Source: an optimization exercise on an open RTL-to-GDS flow (aim: small area, a short achievable clock period and few clock cycles). Production flows keep margins and buffers that such runs may drop.
At most, simulation tests tie the RTL to the original design; equivalence was not proved.

==> inputs of xenon <==
// cpuemu_core
module cpuemu_core (
    input             clk,
    input             rst,         
    input      [15:0] prog_len,    
    output     [15:0] imem_addr,   
    input      [63:0] imem_data,   
    input      [5:0]  dbg_addr,    
    output reg [15:0] dbg_data,    
    output            done,        
    output     [1:0]  state,       
    output     [2:0]  fcode        
);
    localparam ST_READY   = 2'd0;
    localparam ST_RUNNING = 2'd1;
    localparam ST_HALTED  = 2'd2;
    localparam ST_FAULTED = 2'd3;
    localparam F_DIVZERO  = 3'd1;
    localparam F_OVERFLOW = 3'd2;
    localparam F_UNDERFLOW= 3'd3;
    localparam F_BADADDR  = 3'd4;
    localparam F_BADSHIFT = 3'd5;
    localparam OP_NOP  = 5'd0,  OP_MOV  = 5'd1,  OP_PUSH = 5'd2,  OP_POP  = 5'd3;
    localparam OP_CALL = 5'd4,  OP_RET  = 5'd5,  OP_ADD  = 5'd6,  OP_SUB  = 5'd7;
    localparam OP_MUL  = 5'd8,  OP_DIV  = 5'd9,  OP_INC  = 5'd10, OP_DEC  = 5'd11;
    localparam OP_JMP  = 5'd12, OP_JZ   = 5'd13, OP_JNZ  = 5'd14, OP_JC   = 5'd15;
    localparam OP_JNC  = 5'd16, OP_JS   = 5'd17, OP_JNS  = 5'd18, OP_JG   = 5'd19;
    localparam OP_JGE  = 5'd20, OP_JL   = 5'd21, OP_JLE  = 5'd22, OP_CMP  = 5'd23;
    localparam OP_XOR  = 5'd24, OP_AND  = 5'd25, OP_OR   = 5'd26, OP_NOT  = 5'd27;
    localparam OP_SHL  = 5'd28, OP_SHR  = 5'd29, OP_ROL  = 5'd30, OP_ROR  = 5'd31;
    localparam PH_EXEC = 2'd0;
    localparam PH_MUL  = 2'd1;
    localparam PH_DIV  = 2'd2;
    reg [15:0] regs [0:7];
    reg [15:0] stk  [0:15];
    reg [4:0]  sp;                   
    reg [15:0] pc;
    reg        fz, fc, fs, fo;
    reg [1:0]  st;
  ...
export LEC_CHECK = 0
export ABC_AREA = 1
export CAP_MARGIN = 20
export CORE_MARGIN = 2
export CORE_UTILIZATION = 48
export CTS_CLUSTER_DIAMETER = 110
export CTS_CLUSTER_SIZE = 22
export SLEW_MARGIN = 20
create_clock -name core_clock -period 15.0 [get_ports {clk}]
standard.sh (not shown) runs the stock make flow with config.mk's settings and CLKGATE_MAP_FILE= SYNTH_SCRIPT=/design/flow/synth_recipe.tcl, a recipe that flattens the netlist after the stock synthesis.
==> flow/flow/run.sh <==
#!/bin/bash
set -euo pipefail
export SETUP_SLACK_MARGIN=6.8
export BUFFER_PORTS_ARGS="-buffer_cell sky130_fd_sc_hd__buf_2"
bash standard.sh > standard.log 2>&1
==> sierra (differences from xenon) <==
--- a/flow/design.v
+++ b/flow/design.v
@@ -201,11 +201,11 @@
             OP_MOV:  lg_tt = 4'b1010;
             OP_XOR:  lg_tt = 4'b0110;
             OP_AND:  lg_tt = 4'b1000;
             OP_OR:   lg_tt = 4'b1110;
             OP_NOT:  lg_tt = 4'b0011;
-            default: lg_tt = 4'b1100;        
+            default: lg_tt = 4'b0000;
         endcase
     end
     reg  [15:0] lg_r;
     always @(*) begin
         for (k = 0; k < 16; k = k + 1)
@@ -217,11 +217,11 @@
         ex_we = 1'b1;
         ex_wd = lg_r;
         case (opc)
             OP_ADD, OP_SUB, OP_INC, OP_DEC: ex_wd = add_r;
             OP_POP:  begin ex_we = !sp_z; ex_wd = stk_top; end
-            OP_DIV:  ;
+            OP_DIV:  ex_we = a_z && !b_z;
             OP_SHL, OP_SHR, OP_ROL, OP_ROR: begin ex_we = sh_ok; ex_wd = sh_r; end
             OP_MOV, OP_XOR, OP_AND, OP_OR, OP_NOT: ;
             default: ex_we = 1'b0;
         endcase
     end
==> flow/run.sh (new file) <==
#!/bin/bash
# synth_recipe.tcl (not shown) runs the flow's synth.tcl, then flattens the netlist and writes it again
# the make line also repeats each setting of config.mk as NAME=value (left out here)
make -C /OpenROAD-flow-scripts/flow DESIGN_CONFIG=/design/flow/config.mk WORK_HOME=/design/flow/orfs CLKGATE_MAP_FILE= SYNTH_SCRIPT=/design/flow/synth_recipe.tcl finish
CORE_UTILIZATION = 55   (was 48)
SETUP_SLACK_MARGIN = 5   (was default)
removed: flow/flow/run.sh
removed: flow/standard.sh
==> qor summary <==
	xenon	sierra
Outcome	no timing/DRC/antenna violations	no timing/DRC/antenna violations
Starting DRT DRC Count	4,288	4,787
Simple-gate share of the synthesized area	21.16%	21.10%
Final wirelength	134.7 mm	133.8 mm
Register area share after synthesis	39.20%	39.33%
Logic inverters	516	513
Total number of vias	32.83k	32.56k
GR Layer Usage met2	55.33%	62.29%
Filler instances	6,912	5,594
Clock network latency to the later pin of the worst-skew pair	630 ps	640 ps
Worst-case register-to-register setup slack	7600 ps	6930 ps
Non-clk buf share	4.202%	4.418%
Placeable core region	71,120 µm²	61,600 µm²
Avg Vias per Cell	6.162	6.334
GR met3 Demand/Resource	7.466%	10.65%
Met2 routed wirelength	59.51 mm	57.12 mm
Testbench counts of xenon, summed over its fixed seeds: cycles 64,827.
Testbench counts of sierra, summed over its fixed seeds: cycles 64,827.

========
==> job 5168 <==
cpuemu_core, a different RTL version from the one above (not shown whole).
==> flow/config.mk <==
export PLATFORM = sky130hd
export DESIGN_NAME = cpuemu_core
export DESIGN_NICKNAME = cpuemu_core
export VERILOG_FILES = /design/flow/design.v
export SDC_FILE = /design/flow/constraint.sdc
export NUM_CORES = 4
export LEC_CHECK = 0
export ABC_AREA = 1
export CAP_MARGIN = 20
export CORE_MARGIN = 2
export CORE_UTILIZATION = 40
export SLEW_MARGIN = 20
==> flow/constraint.sdc <==
create_clock -name core_clock -period 15.0 [get_ports {clk}]
set_input_delay 3.0000 -clock core_clock [delete_from_list [all_inputs] [get_ports {clk}]]
set_output_delay 3.0000 -clock core_clock [all_outputs]
set_load 0.01 [all_outputs]
==> flow/flow/run.sh <==
#!/bin/bash
set -euo pipefail
export SETUP_SLACK_MARGIN=7
bash standard.sh > standard.log 2>&1
==> job 2203 (differences from job 5168) <==
--- a/flow/design.v
+++ b/flow/design.v
@@ -56,33 +56,34 @@
     wire [7:0]  ra  = imem_data[23:16];
     wire [7:0]  rb  = imem_data[31:24];
     wire [15:0] ia  = imem_data[47:32];
     wire [15:0] ib  = imem_data[63:48];
     wire [2:0]  dst = ra[2:0];
+    integer k;
     wire [4:0]  spm1   = sp - 5'd1;
-    wire [2:0]  a_idx  = st[1] ? dbg_addr[2:0] : ra[2:0];
-    wire [3:0]  s_idx  = st[1] ? dbg_addr[3:0] : spm1[3:0];
-    wire [15:0] reg_a  = regs[a_idx];
+    wire [15:0] reg_a  = regs[ra[2:0]];
     wire [15:0] reg_b  = regs[rb[2:0]];
-    wire [15:0] stk_top = stk[s_idx];
     wire [15:0] spx    = {11'd0, sp};
     wire [15:0] a_val  = ka ? ia : (ra[7] ? (ra[0] ? spx : pc) : reg_a);
     wire [15:0] b_val  = kb ? ib : (rb[7] ? (rb[0] ? spx : pc) : reg_b);
+    wire [31:0] dbg_oh  = 32'd1 << dbg_addr[4:0];
+    wire [15:0] top_oh  = 16'd1 << spm1[3:0];
+    wire [15:0] stk_sel = st[1] ? dbg_oh[31:16] : top_oh;
+    reg  [15:0] stk_top, reg_d;
     always @(*) begin
-        if (dbg_addr[4])
-            dbg_data = stk_top;
-        else if (!dbg_addr[3])
-            dbg_data = reg_a;
-        else begin
-            case (dbg_addr[1:0])
-                2'd0:    dbg_data = pc;
-                2'd1:    dbg_data = spx;
-                2'd2:    dbg_data = {12'd0, fz, fc, fs, fo};
-                default: dbg_data = (st == ST_FAULTED) ? pc : 16'd0;
-            endcase
-        end
+        stk_top = 16'd0;
+        for (k = 0; k < 16; k = k + 1)
+            stk_top = stk_top | (stk[k] & {16{stk_sel[k]}});
+        reg_d = 16'd0;
+        for (k = 0; k < 8; k = k + 1)
+            reg_d = reg_d | (regs[k] & {16{dbg_oh[k]}});
     end
+    wire [15:0] fpc_v  = (st == ST_FAULTED) ? pc : 16'd0;
+    wire [15:0] misc_d = (pc & {16{dbg_oh[8]}}) | (spx & {16{dbg_oh[9]}}) |
+                         ({12'd0, fz, fc, fs, fo} & {16{dbg_oh[10]}}) |
+                         (fpc_v & {16{dbg_oh[11]}});
+    always @(*) dbg_data = stk_top | reg_d | misc_d;
     wire is_incdec = (opc == OP_INC) || (opc == OP_DEC);
     wire is_sub    = (opc == OP_SUB) || (opc == OP_DEC) || (opc == OP_CMP);
     wire [15:0] bb      = is_incdec ? 16'd1 : b_val;
     wire [15:0] bx      = is_sub ? ~bb : bb;
     wire [16:0] sum     = {1'b0, a_val} + {1'b0, bx} + {16'd0, is_sub};
@@ -158,15 +159,17 @@
     wire [14:0] d1_r   = d1_fit ? d1_df[14:0] : d1_sh[14:0];
     wire [15:0] d2_sh  = {d1_r, xa[14]};
     wire [16:0] d2_df  = {1'b0, d2_sh} - {1'b0, xb};
     wire        d2_fit = !d2_df[16];
     wire [14:0] d2_r   = d2_fit ? d2_df[14:0] : d2_sh[14:0];
+    wire        d_zero = (dcnt == 3'd7) && (xa < xb);
     wire        d_skip = (xr == 15'd0) && (xa[15:12] == 4'd0) && (dcnt != 3'd0);
-    wire [15:0] dq_n   = d_skip ? {xa[11:0], 4'd0} : {xa[13:0], d1_fit, d2_fit};
+    wire [15:0] dq_n   = d_zero ? 16'd0 :
+                         d_skip ? {xa[11:0], 4'd0} : {xa[13:0], d1_fit, d2_fit};
     wire [14:0] dr_n   = d_skip ? 15'd0 : d2_r;
     wire [2:0]  dcnt_n = dcnt - (d_skip ? 3'd2 : 3'd1);
-    wire        d_last = d_skip ? (dcnt == 3'd1) : (dcnt == 3'd0);
+    wire        d_last = d_zero || (d_skip ? (dcnt == 3'd1) : (dcnt == 3'd0));
     wire [15:0] mag    = (ph == PH_MUL) ? pm[15:0] : dq_n;
     wire [15:0] md_r   = dneg ? (~mag + 16'd1) : mag;
     wire run    = !st[1];
     wire in_ex  = run && (ph == PH_EXEC);
     wire halt   = !pc[15] && (pc >= prog_len);
@@ -190,38 +193,50 @@
                       ex_f = !sh_ok ? F_BADSHIFT : 3'd0;
             default:  ex_f = 3'd0;
         endcase
     end
     wire ex_ok = (ex_f == 3'd0);
+    reg  [3:0]  lg_tt;
+    always @(*) begin
+        case (opc)
+            OP_MOV:  lg_tt = 4'b1010;
+            OP_XOR:  lg_tt = 4'b0110;
+            OP_AND:  lg_tt = 4'b1000;
+            OP_OR:   lg_tt = 4'b1110;
+            OP_NOT:  lg_tt = 4'b0011;
+            default: lg_tt = 4'b0000;
+        endcase
+    end
+    reg  [15:0] lg_r;
+    always @(*) begin
+        for (k = 0; k < 16; k = k + 1)
+            lg_r[k] = lg_tt[{a_val[k], b_val[k]}];
+    end
     reg        ex_we;
     reg [15:0] ex_wd;
     always @(*) begin
         ex_we = 1'b1;
-        ex_wd = 16'd0;
+        ex_wd = lg_r;
         case (opc)
-            OP_MOV:  ex_wd = b_val;
-            OP_POP:  ex_wd = stk_top;
             OP_ADD, OP_SUB, OP_INC, OP_DEC: ex_wd = add_r;
-            OP_DIV:  begin ex_we = a_z; ex_wd = 16'd0; end
-            OP_XOR:  ex_wd = a_val ^ b_val;
-            OP_AND:  ex_wd = a_val & b_val;
-            OP_OR:   ex_wd = a_val | b_val;
-            OP_NOT:  ex_wd = ~a_val;
-            OP_SHL, OP_SHR, OP_ROL, OP_ROR: ex_wd = sh_r;
+            OP_POP:  begin ex_we = !sp_z; ex_wd = stk_top; end
+            OP_DIV:  ex_we = a_z && !b_z;
+            OP_SHL, OP_SHR, OP_ROL, OP_ROR: begin ex_we = sh_ok; ex_wd = sh_r; end
+            OP_MOV, OP_XOR, OP_AND, OP_OR, OP_NOT: ;
             default: ex_we = 1'b0;
         endcase
     end
     wire md_done = run && ((ph == PH_MUL) || (ph == PH_DIV && d_last));
-    wire        rf_wr = (exe && ex_ok && ex_we) || md_done;
+    wire        rf_wr = (exe && ex_we) || md_done;
     wire [15:0] rf_d  = (ph == PH_EXEC ? ex_wd : md_r) & {16{!rst}};
     integer i;
     always @(posedge clk) begin
         for (i = 0; i < 8; i = i + 1)
             if (rst || (rf_wr && dst == i))
                 regs[i] <= rf_d;
     end
-    wire        stk_wr = exe && ex_ok && (opc == OP_PUSH || opc == OP_CALL);
+    wire        stk_wr = exe && !sp_f && (opc == OP_PUSH || (opc == OP_CALL && tgt_ok));
     wire [15:0] stk_d  = (opc == OP_CALL) ? pc1 : a_val;
     always @(posedge clk) begin
         for (i = 0; i < 16; i = i + 1)
             if (stk_wr && sp[3:0] == i)
                 stk[i] <= stk_d;
==> flow/flow/run.sh (replaced) <==
#!/bin/bash
set -euo pipefail
export SETUP_SLACK_MARGIN=6.8
export BUFFER_PORTS_ARGS="-buffer_cell sky130_fd_sc_hd__buf_2"
bash standard.sh > standard.log 2>&1
- CORE_UTILIZATION: 40 -> 55
- CTS_CLUSTER_DIAMETER: not set -> 110
- CTS_CLUSTER_SIZE: not set -> 22
==> run summary <==
| quantity | job 2203 | job 5168 |
|---|---|---|
| Total instance count after detailed placement | 5087 | 5285 |
| Max Fanout on Critical Path | 9 | 15 |
| Total inserted antenna cells | 10 | 2 |
| PnR worst setup slack | 6776 ps | 6813 ps |
| Placeable Area | 61600 um^2 | 83560 um^2 |
| Summed instance area of the synthesized netlist | 34210 um^2 | 33740 um^2 |
| Multi-input gate area | 18540 um^2 | 19000 um^2 |
| Sum of routed wire length over all layers | 135100 um | 133600 um |
| Maximum level of the CTS H-tree | 1 | 2 |
| Post-CTS resize count | 46 | 360 |
| Startpoint of the tightest hold check path | fz$_SDFFE_PP0P_ | dcnt[2]$_SDFF_PP1_ |
| Reg-to-reg critical path endpoint | regs[1][15]$_DFFE_PP_ | regs[1][4]$_DFFE_PP_ |
| Non-clock buffer share of cell area | 4.006% | 7.375% |
| Status | complete, no violations | complete, no violations |
| Hold slack final | 529.6 ps | 514.1 ps |
Testbench counts of job 2203, summed over its fixed seeds: cycles 64,827.
For job 5168, only the layout was checked, not whether the RTL still works.

[afterwards: timing with drivers on the ports]
In the flow no input, the clock included, has a driving cell. The finished layouts below were timed again as built, in two steps. Step 1 sets driving cells, clkbuf_16 on the clock port and buf_2 on the other inputs (assumed; they add their load-dependent delay and slew). Step 2 moves the port delays by t, midway between the first and last clock arrival at a register: inputs arrive t later, outputs are due t later. That takes back most of the time a late clock gives input paths. Slacks: ideal ports / drivers / drivers and shift; pairs: ideal ports / drivers.
run	shift t [ns]	setup WS [ns]	worst setup path after step 2	worst register clock-pin slew, ns	cell pins on the clock port's net
xenon	0.678	6.796 / 6.773 / 6.373	input to register	0.11 / 0.11	1
sierra	0.681	5.002 / 4.952 / 4.952	input to output	0.11 / 0.11	1
job 5168	0.671	6.813 / 6.769 / 6.537	input to register	0.07 / 0.07	1
job 2203	0.678	6.776 / 6.736 / 6.246	input to register	0.11 / 0.11	1
After both steps setup and hold are still met in every run listed. The setup slack of job 2203, which loses most, moves by -0.040 ns with the drivers and by -0.530 ns with both steps.
